What follows belongs to an exercise in optimizing a design on an open flow for small area, a short achievable clock period and few clock cycles per item; a production flow would make more cautious choices.
Only simulation tests tie the RTL to the original design; equivalence was not proved.
Power figures rest on the tool's default switching activity, not on a simulated workload.

**config.mk**
```make
export PLATFORM = sky130hd
export DESIGN_NAME = fnwc_b
export DESIGN_NICKNAME = fnwc_b
export VERILOG_FILES = /design/flow/design.v
export SDC_FILE = /design/flow/constraint.sdc
export NUM_CORES = 4
export LEC_CHECK = 0
export CAP_MARGIN = 20
export CORE_MARGIN = 2
export CORE_UTILIZATION = 30
export PLACE_DENSITY = 0.5
export SLEW_MARGIN = 20
```
**constraint.sdc**
```tcl
create_clock -name core_clock -period 10.0 [get_ports {clk}]
set_input_delay 2.0000 -clock core_clock [delete_from_list [all_inputs] [get_ports {clk}]]
set_output_delay 2.0000 -clock core_clock [all_outputs]
set_load 0.01 [all_outputs]
```
**run.sh**
```bash
#!/bin/bash
# synth_recipe.tcl (not shown) runs the flow's synth.tcl, then flattens the netlist and writes it again
# the make line also repeats each setting of config.mk as NAME=value (left out here)
make -C /OpenROAD-flow-scripts/flow DESIGN_CONFIG=/design/flow/config.mk WORK_HOME=/design/flow/orfs CLKGATE_MAP_FILE= SYNTH_SCRIPT=/design/flow/synth_recipe.tcl finish
```
**design.v**
```verilog
module fnwc_b (
    input  wire        clk,
    input  wire        rst,         
    input  wire        cmd_valid,
    output wire        cmd_ready,
    input  wire [63:0] cmd_cw,
    input  wire [63:0] cmd_x,
    input  wire [63:0] cmd_a,       
    input  wire [63:0] cmd_y,       
    output wire        rsp_valid,
    input  wire        rsp_ready,
    output reg  [1:0]  rsp_st,
    output reg  [63:0] rsp_r,
    output wire        fault
);
    localparam K = 16;
    localparam [1:0] ST_OK      = 2'd0;
    localparam [1:0] ST_ABSENT  = 2'd1;
    localparam [1:0] ST_FAULT   = 2'd2;
    localparam [1:0] ST_REFUSED = 2'd3;
    reg [63:0] key [0:K-1];
    reg [15:0] wr;
    reg [15:0] used;                
    reg [4:0]  n;
    reg [63:0] index;               
    reg        fault_v;
    reg        fault_cap;           
    reg [63:0] fcw;                 
    reg        rsp_v;
    assign rsp_valid = rsp_v;
    assign cmd_ready = !rsp_v || rsp_ready;
    assign fault     = fault_v;
    wire accept = cmd_valid && cmd_ready;
    wire [7:0] opc     = cmd_cw[63:56];
    wire       z56     = (cmd_cw[55:8] == 48'd0) && (cmd_cw[7:0] == 8'd0);
    wire       z48     = (cmd_cw[55:8] == 48'd0);
    wire       op_b    = (opc[7:4] == 4'h2) && (opc[3:0] <= 4'h9);
    wire       is_b    = op_b && z56;
    wire [7:0] srn     = cmd_cw[7:0];
    wire       sr_def  = (srn == 8'h00) || (srn == 8'h01) || (srn == 8'h02) ||
                         (srn == 8'h10) || (srn == 8'h11) || (srn == 8'h12) ||
                         (srn[7:4] == 4'h2);
    wire       is_rdsr = (opc == 8'hF0) && z48 && sr_def;
    wire       refuse  = fault_v && !is_rdsr;
    wire       illegal = !fault_v && !is_b && !is_rdsr;
    wire       exec_b  = !fault_v && is_b;
    wire op_ins  = exec_b && (opc[3:0] == 4'h0);
    wire op_del  = exec_b && (opc[3:0] == 4'h1);
    wire op_mem  = exec_b && (opc[3:0] == 4'h2);
    wire op_rank = exec_b && (opc[3:0] == 4'h3);
    wire op_sel  = exec_b && (opc[3:0] == 4'h4);
    wire op_pred = exec_b && (opc[3:0] == 4'h5);
    wire op_succ = exec_b && (opc[3:0] == 4'h6);
    wire op_size = exec_b && (opc[3:0] == 4'h7);
    wire op_empt = exec_b && (opc[3:0] == 4'h8);
    wire op_rst  = exec_b && (opc[3:0] == 4'h9);
    wire [63:0] x = cmd_x;
    reg [15:0] lt, eq;
    integer i;
    always @(*) begin
        for (i = 0; i < K; i = i + 1) begin
            lt[i] = key[i] < x;
            eq[i] = key[i] == x;
        end
    end
    wire [15:0] hit     = eq & used;
    wire        present = |hit;
    reg [15:0] nlt;
    integer r;
    always @(*)
        for (r = 0; r < K; r = r + 1)
            nlt[r] = (r < n);
    reg [15:0] t;                   
    always @(*)
        for (r = 0; r < K; r = r + 1)
            t[r] = lt[index[4*r +: 4]] && nlt[r];
    wire [4:0] rank;
    assign rank[4] = t[15];
    assign rank[3] = t[7] & ~t[15];
    assign rank[2] = (t[3] & ~t[7]) | (t[11] & ~t[15]);
    assign rank[1] = (t[1] & ~t[3]) | (t[5] & ~t[7]) | (t[9] & ~t[11]) | (t[13] & ~t[15]);
    assign rank[0] = (t[0] & ~t[1]) | (t[2] & ~t[3]) | (t[4] & ~t[5]) | (t[6] & ~t[7]) |
                     (t[8] & ~t[9]) | (t[10] & ~t[11]) | (t[12] & ~t[13]) | (t[14] & ~t[15]);
    reg [15:0] pp, sp, xp;
    always @(*)
        for (r = 0; r < K; r = r + 1) begin
            pp[r] = t[r] && (r == K - 1 ? 1'b1 : !t[r+1]);
            sp[r] = !t[r] && nlt[r] && (r == 0 ? 1'b1 : t[r-1]);
            xp[r] = (x[3:0] == r);
        end
    wire has_pred = t[0];
    wire has_succ = |sp;
    wire sel_ok   = (x[63:5] == 59'd0) && (x[4:0] < n);
    reg [15:0] rsel;
    always @(*) begin
        if (op_pred)      rsel = pp;
        else if (op_succ) rsel = sp;
        else              rsel = xp;
    end
    reg [3:0] rslot;
    always @(*) begin
        rslot = 4'd0;
        for (r = 0; r < K; r = r + 1)
            rslot = rslot | (rsel[r] ? index[4*r +: 4] : 4'd0);
    end
    wire [3:0] slot = is_rdsr ? srn[3:0] : rslot;
    reg [63:0] key_rd;
    always @(*) begin
        key_rd = 64'd0;
        for (i = 0; i < K; i = i + 1)
            key_rd = key_rd | ((slot == i && wr[i]) ? key[i] : 64'd0);
    end
    reg [3:0] free_slot;
    always @(*) begin
        free_slot = 4'd0;
        for (i = K - 1; i >= 0; i = i - 1)
            if (!used[i]) free_slot = i[3:0];
    end
    reg [63:0] index_ins, index_rem;
    always @(*)
        for (r = 0; r < K; r = r + 1) begin
            index_ins[4*r +: 4] = t[r] ? index[4*r +: 4] :
                                  (r == 0 || t[r == 0 ? 0 : r-1]) ? free_slot :
                                  index[4*(r == 0 ? 0 : r-1) +: 4];
            index_rem[4*r +: 4] = t[r] ? index[4*r +: 4] :
                                  (r == K - 1) ? 4'd0 : index[4*(r == K-1 ? 0 : r+1) +: 4];
        end
    wire full    = n[4];
    wire do_ins  = op_ins && !present && !full;
    wire cap_flt = op_ins && !present && full;
    wire do_del  = op_del && present;
    reg [63:0] sr_val;
    always @(*) begin
        case (srn)
            8'h00:   sr_val = 64'h1040;
            8'h01:   sr_val = {fault_v, 59'd0, 1'b0, fault_v & fault_cap, 1'b0, fault_v & ~fault_cap};
            8'h02:   sr_val = !fault_v ? 64'd0 : fault_cap ? 64'h2000_0000_0000_0000 : fcw;
            8'h10:   sr_val = {59'd0, n};
            8'h11:   sr_val = {48'd0, ~used};
            8'h12:   sr_val = index;
            default: sr_val = key_rd;
        endcase
    end
    reg [1:0]  nst;
    reg [63:0] nr;
    always @(*) begin
        nst = ST_OK;
        nr  = 64'd0;
        if (refuse) begin
            nst = ST_REFUSED;
        end else if (illegal) begin
            nst = ST_FAULT;
            nr  = 64'd1;
        end else if (is_rdsr) begin
            nr = sr_val;
        end else if (cap_flt) begin
            nst = ST_FAULT;
            nr  = 64'd4;
        end else if (op_mem) begin
            nr = {63'd0, present};
        end else if (op_rank) begin
            nr = {59'd0, rank};
        end else if (op_sel) begin
            if (sel_ok) nr = key_rd; else nst = ST_ABSENT;
        end else if (op_pred) begin
            if (has_pred) nr = key_rd; else nst = ST_ABSENT;
        end else if (op_succ) begin
            if (has_succ) nr = key_rd; else nst = ST_ABSENT;
        end else if (op_size) begin
            nr = {59'd0, n};
        end else if (op_empt) begin
            nr = {63'd0, (n == 5'd0)};
        end
    end
    always @(posedge clk) begin
        if (accept) begin
            rsp_st <= nst;
            rsp_r  <= nr;
        end
        if (accept && illegal)
            fcw <= cmd_cw;
    end
    always @(posedge clk)
        for (i = 0; i < K; i = i + 1)
            if (accept && do_ins && free_slot == i)
                key[i] <= x;
    always @(posedge clk) begin
        if (rst) begin
            rsp_v     <= 1'b0;
            wr        <= 16'd0;
            used      <= 16'd0;
            n         <= 5'd0;
            index     <= 64'd0;
            fault_v   <= 1'b0;
            fault_cap <= 1'b0;
        end else begin
            if (accept)
                rsp_v <= 1'b1;
            else if (rsp_ready)
                rsp_v <= 1'b0;
            if (accept) begin
                if (illegal || cap_flt) begin
                    fault_v   <= 1'b1;
                    fault_cap <= cap_flt;
                end
                if (do_ins) begin
                    wr[free_slot]   <= 1'b1;
                    used[free_slot] <= 1'b1;
                    index           <= index_ins;
                    n               <= n + 5'd1;
                end
                if (do_del) begin
                    used  <= used & ~hit;
                    index <= index_rem;
                    n     <= n - 5'd1;
                end
                if (op_rst) begin
                    wr    <= 16'd0;
                    used  <= 16'd0;
                    index <= 64'd0;
                    n     <= 5'd0;
                end
            end
        end
    end
endmodule
```
==> impl_metrics.py <==
metrics = {
    "floorplan": {
        "io_pins": 329,
        "initial_utilization": 0.301,
        "core_area_mm2": 0.256,
        "fp-row-count": 186,
        "fp.dieH_um": 511,
        "die_w_um": 511,
        "dieArea_mm2": 0.261,
    },
    "drt": {
        "drt_wl_total_mm": 443,
        "drcViolationCount": 0,
        "drtAntennaViolNets": 0,
        "num_vias": 73200,
        "drt-vias-per-instance": 6.23,
        "dr.pass1.iters": 6,
        "avgRoutedWirePerCell_um": 37.7,
        "first_iter_violations": 10800,
    },
    "placed_design": {
        "placed_area_mm2": 0.0929,
        "post-place-cells": 11400,
        "place_congestion": 1.01,
        "port_buffers": 200,
        "dp.final_hpwl_mm": 340,
    },
    "timing": {
        "fin_skew_ps": 48.6,
        "setup_viol": 2,
        "tightest_slew_ps": 1320,
        "fin_crit_sh": 1.01,
        "rsz0062_at_grt": "no",
        "final_max_slew_viol_count": 0,
        "fmax_mhz": 99.4,
        "maxSlewHeadroom": 0.118,
        "worst_slack_ps": -58.9,
        "layout_min_cycle_time_ps": 10060,
        "setup_tns_ps": -76.5,
        "finalHoldViolCount": 0,
    },
    "yosys": {
        "synthesis.instances": 6982,
        "ys_seq_area_frac": 0.476,
        "syn_area_mm2": 0.0772,
        "synth.distinct_cells": 106,
        "syn_nets": 8279,
        "synth-seq-cells": 1258,
        "async_reset_ff_frac": 0,
        "synth_edf_count": 1154,
        "synth_top_flop_cell": "edfxtp_1",
        "avgSynthCellArea_um2": 11.1,
        "yosysWarnings": 2,
    },
    "power_and_ir_drop": {
        "powerDensity_mw_per_mm2": 130,
        "p_seq_frac": 0.453,
        "leakage_nw": 36.3,
        "pwr-share-clk": 0.452,
        "pwr-share-comb": 0.095,
        "p_int_w": 0.00942,
        "switching_share": 0.264,
        "ir_worst_vdd_uv": 138,
        "switchingPower_w": 0.00337,
    },
    "status": {
        "violations": "negative setup slack",
        "status": "finished with violations",
    },
    "global_route": {
        "gr-total-overflow": 0,
        "grt_max_degree": 67,
        "antenna_found_initial": 24,
        "grt_pass1_wl_mm": 594,
        "grt_usage": 0.327,
        "first_global_vias": 68800,
    },
    "clock_tree": {
        "tritoncts": "built",
        "clkTransAtPathRegs_ps": 60,
        "cts_buffers": 157,
        "cts_root_buf": "clkbuf_16",
        "clockBufferDepth": 3,
        "clkLatencyLatePin_ps": 860,
        "cts-htree-levels": 4,
        "clock_sink_count": 1258,
    },
    "worst_setup_path": {
        "crit_top_cell": "buf_4",
        "end_kind": "flip-flop",
        "r2r_cells": 28,
        "critical_path_required_ps": 10720,
        "critical_path_class": "in -> reg",
        "crit_path_top_delay_cell": "nor4_4",
        "cp_slowest_stage_delay_ps": 620,
        "startpoint_type": "input port",
        "crit_arrival_ps": 10780,
        "crit_path_max_fanout": 12,
    },
    "finish": {
        "postLayoutCellArea_mm2": 0.0982,
        "syn2layout_area_growth_pct": 27.2,
        "layout_common_cells": "edfxtp_1 (1154), buf_4 (1070), ha_1 (1037)",
        "stdcell_count": 11700,
        "final_common_cell": "edfxtp_1",
        "fin_nets": 9519,
        "drive_gt1_frac": 0.190,
    },
    "worst_hold_path": {
        "hold_depth": 2,
        "hold_class": "reg -> reg",
    },
    "job": {
        "maxCapViolations": 0,
    },
}
==> worst paths after layout <==
path / from / end / slack (ps)
worst max register to register: key[14][27] / rsp_r[57] / 1680
worst max-delay path: cmd_x[19] / rsp_r[57] / -60
worst min register to register: used[14] / used[14] / 530
worst min-delay path: used[14] / used[14] / 530
==> state kept, by name, summed over array words and instances, names as in the netlist <==
signal	flops
wr	16
rsp_r	64
n	5
rsp_v	1
fault_cap	1
rsp_st	2
key	1024
used	16
fcw	64
fault_v	1
index	64
==> stage by stage <==
stage | util | total power, W | hold WS [ps] | setup slack, ps
finish | 0.383 | 0.0128 | 532 | -58.9
global route | 0.383 | 0.0131 | 549 | 5.06
CTS | 0.382 | 0.0128 | 523 | 12.3
detailed placement | 0.362 | 0.00708 | 515 | -981
global placement | 0.362 | 0.00707 | 506 | -952
floorplan | - | 0.00635 | 442 | 1890
==> power groups by stage <==
stage	Clock (W)	Sequential, W	Combinational [W]
after floorplan	0	0.00590	0.000446
after global placement	0	0.00590	0.00116
after detailed placement	0	0.00590	0.00118
after CTS	0.00583	0.00579	0.00119
after global routing	0.00602	0.00579	0.00129
final	0.00578	0.00579	0.00122
==> kinds of logic after synthesis <==
logic type      share of synthesized area
compound gates                      0.180
xor+xnor                         0.000227
flops                               0.476
buf+inv                            0.0250
fa+ha+maj                           0.168
simple gates                        0.145
mux                               0.00666
==> cells in the mapped netlist, drive strengths merged, types with 72 or more instances <==
master  count  area [µm²]
edfxtp   1154       34700
ha       1037       13000
a21oi     647        3240
nand2     602        2260
nand4     326        2040
a22oi     304        2290
nor2      301        1140
o21ai     259        1320
nand3     233        1170
clkbuf    197         739
inv       156         586
nor3      147         757
nor4      125         960
buf       112         592
dfxtp     104        2080
nand2b    100         626
a221oi     92         812
and3       82         513
a32oi      72         631
==> layer usage <==
| layer | GRT usage | vias to the layer above | part of all wire |
|---|---|---|---|
| li1 | - | 30700 | - |
| met1 | 0.450 | 36900 | 0.42 |
| met2 | 0.490 | 4695 | 0.43 |
| met3 | 0.0712 | 826 | 0.10 |
| met4 | 0.146 | 10 | 0.052 |
| met5 | 0 | - | 0.00013 |
==> final cells by class <==
type / instances / area [µm²]
Inverter: 159 / 599
Sequential cell: 1258 / 36700
Fill cell: 25000 / 158000
Timing Repair Buffer: 1390 / 12400
Antenna cell: 13 / 32.5
Clock buffer: 190 / 4100
Clock inverter: 98 / 950
Multi-Input combinational cell: 5256 / 39100
Tap cell: 3384 / 4230
==> critical path, delay by kind of cell <==
kind,cells,cell delay (ps)
AO/OA/AOI/OAI,12,3260
adder cells (fa/ha/maj),1,320
buffers and inverters,11,2840
multiplexers,1,290
AND/OR/NAND/NOR,5,1980
==> timing repair <==
action,CTS,global route
setup buffers,0,2
hold buffers,0,0
gates resized for setup,2,14
endpoints found under the setup margin,4,14
cloned,0,0
pin swaps,0,3
Testbench counts, summed over its fixed seeds: cycles 2,406, items 2,400.

-- afterwards: timing with drivers on the ports --
In the flow no input, the clock included, has a driving cell. The finished layout below was timed again as built, in two steps. Step 1 (the two cells are an assumption about what drives the block):
set clk [get_ports {clk}]
set_driving_cell -lib_cell sky130_fd_sc_hd__clkbuf_16 $clk
set_driving_cell -lib_cell sky130_fd_sc_hd__buf_2 [delete_from_list [all_inputs] $clk]
Step 2, shift: input delay + t, output delay - t, t = (earliest + latest rising clock arrival at the registers) / 2. This alone moves slack from input paths to output paths. Slacks: no drivers / after step 1 / after step 2; pairs: no drivers / after step 1.
t, ns: 0.943
setup WS [ns]: -0.059 / 0.018 / -0.924
hold WS [ns]: 0.532 / 0.532 / 0.532
latest minus earliest clock arrival (ns): 0.048 / 0.049
worst register clock-pin slew, ns: 0.08 / 0.08
The setup slack of this run moves by +0.077 ns with the drivers and by -0.865 ns with both steps.
